Background: an optimization exercise with open tools, aiming at small area, a short achievable clock period and few clock cycles per item. Do not read the settings as production practice. Only simulation tests tie the RTL to the original design; equivalence was not proved.

## fpu
module fpu (
    input  wire        clk,
    input  wire        rst,
    input  wire        in_valid,
    output wire        in_ready,
    input  wire [3:0]  op,
    input  wire [31:0] a,
    input  wire [31:0] b,
    output reg         out_valid,
    output reg  [31:0] y,
    output reg         fault
);
make LEC_CHECK=0 ABC_CLOCK_PERIOD_IN_PS=4000 CAP_MARGIN=20 CORE_MARGIN=2 CORE_UTILIZATION=62 SLEW_MARGIN=20 finish   # period 17.0 ns
run.sh (not shown) runs the stock make flow with config.mk's settings and CLKGATE_MAP_FILE= SYNTH_SCRIPT=/design/flow/synth_recipe.tcl, a recipe that flattens the netlist after the stock synthesis.
The first run finished with timing, DRC and antenna clean.
Testbench counts at the start, summed over its fixed seeds: cycles 11,405, items 9,600.
Then changed:
--- a/flow/design.v
+++ b/flow/design.v
@@ -1,47 +1,28 @@
 module fp_rnd (
     input  wire              sign,
     input  wire signed [10:0] be,
     input  wire              den,
     input  wire [4:0]        rs,
     input  wire [25:0]       m,
     input  wire              sticky,
-    output wire [31:0]       y
-);
-    wire [25:0] md;
-    wire        st;
-    fp_rnd_sh u_sh (.rs(rs), .m(m), .sticky(sticky), .md(md), .st(st));
-    fp_rnd_pk u_pk (.sign(sign), .be(be), .den(den), .md(md), .st(st), .y(y));
-endmodule
-module fp_rnd_sh (
-    input  wire [4:0]  rs,
-    input  wire [25:0] m,
-    input  wire        sticky,
-    output wire [25:0] md,
-    output wire        st
-);
-    assign md = m >> rs;
-    assign st = sticky | |(m & ~(26'h3FFFFFF << rs));
-endmodule
-module fp_rnd_pk (
-    input  wire              sign,
-    input  wire signed [10:0] be,
-    input  wire              den,
-    input  wire [25:0]       md,
-    input  wire              st,
     output reg  [31:0]       y
 );
+    reg [25:0] md;
+    reg        st;
     reg [23:0] kept;
     reg [24:0] r;
     reg        rnd;
     wire [10:0] be1 = be + 11'sd1;
     wire        ov0 = (be >= 11'sd255);
     wire        ov1 = (be >= 11'sd254);
     always @* begin
+        md   = m >> rs;
+        st   = sticky | |(m & ~(26'h3FFFFFF << rs));
         kept = md[25:2];
         rnd  = md[1] & (md[0] | st | md[2]);
         r    = rnd ? ({1'b0, kept} + 25'd1) : {1'b0, kept};
         if (den)
             y = {sign, 7'd0, r[23], r[22:0]};
         else if (r[24] ? ov1 : ov0)
             y = {sign, 8'hFF, 23'd0};
         else
@@ -2399,17 +2380,17 @@
     output reg         fault
 );
     localparam [3:0] OP_ADD = 4'd0, OP_SUB = 4'd1, OP_MUL = 4'd2, OP_DIV = 4'd3,
                      OP_XOR = 4'd4, OP_AND = 4'd5, OP_FROMBITS = 4'd6,
                      OP_TOBITS = 4'd7, OP_FLIPSIGN = 4'd12;
     localparam [31:0] QNAN = 32'h7FC00000;
     localparam K = 13;               
     localparam R = 2;                
-    localparam NDL = K - 2;          
+    localparam NDL = K - 1;          
     reg        v0;
     reg [3:0]  op0;
     reg [31:0] a0, b0;
     reg        div0;
     reg        aez0, bez0;       
     wire       div_busy, div_busy_nx;
     reg        v1, div1;
     wire       go0 = v0 && (!div0 || !div_busy);
@@ -2598,48 +2579,29 @@
         sg3   <= sg2;
         m3    <= use2 ? {2'd0, asum2[23:0]} : add2 ? am : mm;
         st3   <= add2 ? ast : mst;
         be3   <= use2 ? {3'd0, ae1_2} : add2 ? abe : mbe;
         den3  <= add2 ? aden : mden;
         rs3   <= add2 ? ars : mrs;
         zero3 <= add2 && azero;
     end
-    wire [25:0] md3;
-    wire        std3;
-    fp_rnd_sh u_rsh (.rs(rs3), .m(m3), .sticky(st3), .md(md3), .st(std3));
-    reg        v4, div4, use4, flt4, sg4, den4, st4, zero4;
-    reg [25:0] m4;
-    reg signed [10:0] be4;
-    always @(posedge clk) begin
-        if (rst) v4 <= 1'b0;
-        else     v4 <= v3;
-        div4  <= div3;
-        use4  <= use3;
-        flt4  <= flt3;
-        sg4   <= sg3;
-        den4  <= den3;
-        st4   <= std3;
-        zero4 <= zero3;
-        m4    <= use3 ? m3 : md3;
-        be4   <= be3;
-    end
     wire [31:0] ry;
-    fp_rnd_pk u_rpk (
-        .sign(sg4), .be(be4), .den(den4), .md(m4), .st(st4), .y(ry)
+    fp_rnd u_rnd (
+        .sign(sg3), .be(be3), .den(den3), .rs(rs3), .m(m3), .sticky(st3), .y(ry)
     );
     reg [NDL:0] dl_v, dl_d, dl_f;
     reg [31:0]  dl_y [0:NDL];
     integer j;
     always @(posedge clk) begin
         if (rst) dl_v <= 0;
-        else     dl_v <= {dl_v[NDL-1:0], v4};
-        dl_d <= {dl_d[NDL-1:0], div4 && !use4};
-        dl_f <= {dl_f[NDL-1:0], flt4};
-        dl_y[0] <= use4 ? {be4[7:0], m4[23:0]} : (zero4 ? 32'd0 : ry);
+        else     dl_v <= {dl_v[NDL-1:0], v3};
+        dl_d <= {dl_d[NDL-1:0], div3 && !use3};
+        dl_f <= {dl_f[NDL-1:0], flt3};
+        dl_y[0] <= use3 ? {be3[7:0], m3[23:0]} : (zero3 ? 32'd0 : ry);
         for (j = 1; j <= NDL; j = j + 1)
             dl_y[j] <= dl_y[j-1];
     end
     always @(posedge clk) begin
         if (rst) out_valid <= 1'b0;
         else     out_valid <= dl_v[NDL];
         y     <= dl_d[NDL] ? div_y : dl_y[NDL];
         fault <= dl_f[NDL];
The new run ran to the end with no violations.
Synthesized cell count shrinks by about 0.7%.
Die area grows by about 0.3%.
Clock skew grows by 0.013 ns.
Area after synthesis grows by about 0.3%.
Routed wire length grows by 1.4%.
Via count hardly moves.
Final cell count hardly moves.
Core utilization shrinks by 0.42 points.
First-iteration DRC count shrinks by 3.6%.
Global-route usage grows by 0.40 points.
Clock-buffer cell count grows by 8.
Testbench counts after the change, summed over its fixed seeds: cycles 11,405, items 9,600.

---

Another version of the RTL of fpu (not shown whole).
Size in the first run: about 9000 cells after synthesis, ~110 I/O pins, roughly 88000 um2 of cells after synthesis.
// fpu
module fpu (
    input  wire        clk,
    input  wire        rst,
    input  wire        in_valid,
    output wire        in_ready,
    input  wire [3:0]  op,
    input  wire [31:0] a,
    input  wire [31:0] b,
    output reg         out_valid,
    output reg  [31:0] y,
    output reg         fault
);
Settings: LEC_CHECK=0, ABC_CLOCK_PERIOD_IN_PS=4000, CAP_MARGIN=20, CORE_MARGIN=2, CORE_UTILIZATION=62, SLEW_MARGIN=20; clock period 17.0 ns.
Testbench counts at the start, summed over its fixed seeds: cycles 11,405, items 9,600.
Next try:
--- a/flow/design.v
+++ b/flow/design.v
@@ -29,23 +29,25 @@
             y = {sign, r[24] ? be1[7:0] : be[7:0], r[22:0]};
     end
 endmodule
 module fp_add_align (
     input  wire [31:0] a,
     input  wire [31:0] b,
+    input  wire        aez,      
+    input  wire        bez,
     output wire [23:0] m1,       
     output reg  [26:0] m2al,     
     output wire [7:0]  e1,       
     output wire        sres,
     output wire        effsub
 );
     wire [7:0] ea = a[30:23], eb = b[30:23];
-    wire [7:0] eaf = (ea == 8'd0) ? 8'd1 : ea;
-    wire [7:0] ebf = (eb == 8'd0) ? 8'd1 : eb;
-    wire [23:0] ma = {ea != 8'd0, a[22:0]};
-    wire [23:0] mb = {eb != 8'd0, b[22:0]};
+    wire [7:0] eaf = {ea[7:1], ea[0] | aez};
+    wire [7:0] ebf = {eb[7:1], eb[0] | bez};
+    wire [23:0] ma = {!aez, a[22:0]};
+    wire [23:0] mb = {!bez, b[22:0]};
     wire swap = a[30:0] < b[30:0];
     wire [8:0] dab = {1'b0, eaf} - {1'b0, ebf};
     wire [8:0] dba = {1'b0, ebf} - {1'b0, eaf};
     wire [4:0] sab = dab[4:0];
     wire [4:0] sba = dba[4:0];
     wire       bab = |dab[7:5];
@@ -2378,19 +2380,20 @@
     output reg         fault
 );
     localparam [3:0] OP_ADD = 4'd0, OP_SUB = 4'd1, OP_MUL = 4'd2, OP_DIV = 4'd3,
                      OP_XOR = 4'd4, OP_AND = 4'd5, OP_FROMBITS = 4'd6,
                      OP_TOBITS = 4'd7, OP_FLIPSIGN = 4'd12;
     localparam [31:0] QNAN = 32'h7FC00000;
-    localparam K = 13;               
-    localparam R = 2;                
+    localparam K = 9;                
+    localparam R = 3;                
     localparam NDL = K - 1;          
     reg        v0;
     reg [3:0]  op0;
     reg [31:0] a0, b0;
     reg        div0;
+    reg        aez0, bez0;       
     wire       div_busy, div_busy_nx;
     reg        v1, div1;
     wire       go0 = v0 && (!div0 || !div_busy);
     reg        rdy, rdy_port;    
     assign in_ready = rdy_port;
     wire       nv0   = rdy ? in_valid : v0;
@@ -2409,12 +2412,14 @@
         end
         if (rdy) begin
             op0  <= op;
             a0   <= a;
             b0   <= b;
             div0 <= (op == OP_DIV);
+            aez0 <= (a[30:23] == 8'd0);
+            bez0 <= (b[30:23] == 8'd0);
         end
     end
     wire is_add = (op0 == OP_ADD) || (op0 == OP_SUB);
     wire is_mul = (op0 == OP_MUL);
     wire is_div = div0;
     wire [31:0] bf = (op0 == OP_SUB) ? {~b0[31], b0[30:0]} : b0;
@@ -2467,20 +2472,20 @@
             default:                ey_fault = 1'b1;
         endcase
     end
     wire [23:0] na, nb;
     wire [4:0] lza, lzb;
     wire [7:0] efa, efb;
-    fp_prenorm u_pna (.e(ea), .f(a0[22:0]), .n(na), .lz(lza), .ef(efa));
-    fp_prenorm u_pnb (.e(eb), .f(b0[22:0]), .n(nb), .lz(lzb), .ef(efb));
+    fp_prenorm u_pna (.e(ea), .ez(aez0), .f(a0[22:0]), .n(na), .lz(lza), .ef(efa));
+    fp_prenorm u_pnb (.e(eb), .ez(bez0), .f(b0[22:0]), .n(nb), .lz(lzb), .ef(efb));
     wire [23:0] am1;
     wire [26:0] am2;
     wire [7:0]  ae1;
     wire        asres, aeffsub;
     fp_add_align u_aal (
-        .a(a0), .b(bf), .m1(am1), .m2al(am2), .e1(ae1), .sres(asres), .effsub(aeffsub)
+        .a(a0), .b(bf), .aez(aez0), .bez(bez0), .m1(am1), .m2al(am2), .e1(ae1), .sres(asres), .effsub(aeffsub)
     );
     wire [31:0] div_y;
     fp_div #(.R(R), .K(K)) u_div (
         .clk(clk), .rst(rst), .start(go0 && div0),
         .na(na), .nb(nb),
         .ee($signed({2'd0, efa}) - $signed({2'd0, efb})),
@@ -2601,23 +2606,24 @@
         y     <= dl_d[NDL] ? div_y : dl_y[NDL];
         fault <= dl_f[NDL];
     end
 endmodule
 module fp_prenorm (
     input  wire [7:0]  e,
+    input  wire        ez,       
     input  wire [22:0] f,
     output wire [23:0] n,
     output reg  [4:0]  lz,
     output wire [7:0]  ef        
 );
     integer i;
     always @* begin
         lz = 5'd0;
-        if (e == 8'd0) begin
+        if (ez) begin
             lz = 5'd24;
             for (i = 0; i < 23; i = i + 1)
                 if (f[i]) lz = 23 - i;
         end
     end
-    assign n  = {e != 8'd0, f} << lz;
-    assign ef = (e == 8'd0) ? 8'd1 : e;
+    assign n  = {!ez, f} << lz;
+    assign ef = {e[7:1], e[0] | ez};
 endmodule
The changed run went through all stages and came out clean.
Synthesized area went down by 1.9%.
Global-route usage is higher by 0.75 points.
Count of clock-buffer cells in the layout fell by 19.
Wire length came out lower by 0.89%.
Design area decreases by 2.4%.
Testbench counts after the change, summed over its fixed seeds: cycles 10,390, items 9,600.

==> static timing again, ports no longer ideal <==
No port has a modelled driver above. Below, the same layouts with a new extraction and two added sets of constraints. Step 1: set_driving_cell puts a clkbuf_16 on clk and a buf_2 on each other input, an assumption about the parent block. Step 2 times the ports against the registers' clock, not the clock port: input delays grow and output delays shrink by t, the midpoint of the rising clock arrivals with the driver on. Three values: ideal, step 1, step 2; two values: the first two.
run | t (ns) | setup slack, ns | clock arrival spread, ns | slew at the worst register clock pin (ns) | cell pins on the clock port's net
the first run of note 1 | 0.875 | 11.732 / 11.732 / 11.732 | 0.075 / 0.075 | 0.08 / 0.08 | 1
the second run of note 1 | 0.889 | 11.747 / 11.664 / 11.837 | 0.100 / 0.100 | 0.07 / 0.07 | 1
the first run of note 2 | 0.886 | 11.395 / 11.395 / 11.395 | 0.102 / 0.102 | 0.07 / 0.07 | 1
the second run of note 2 | 0.859 | 10.998 / 10.998 / 10.998 | 0.070 / 0.070 | 0.07 / 0.07 | 1
After both steps every run listed still meets setup and hold.
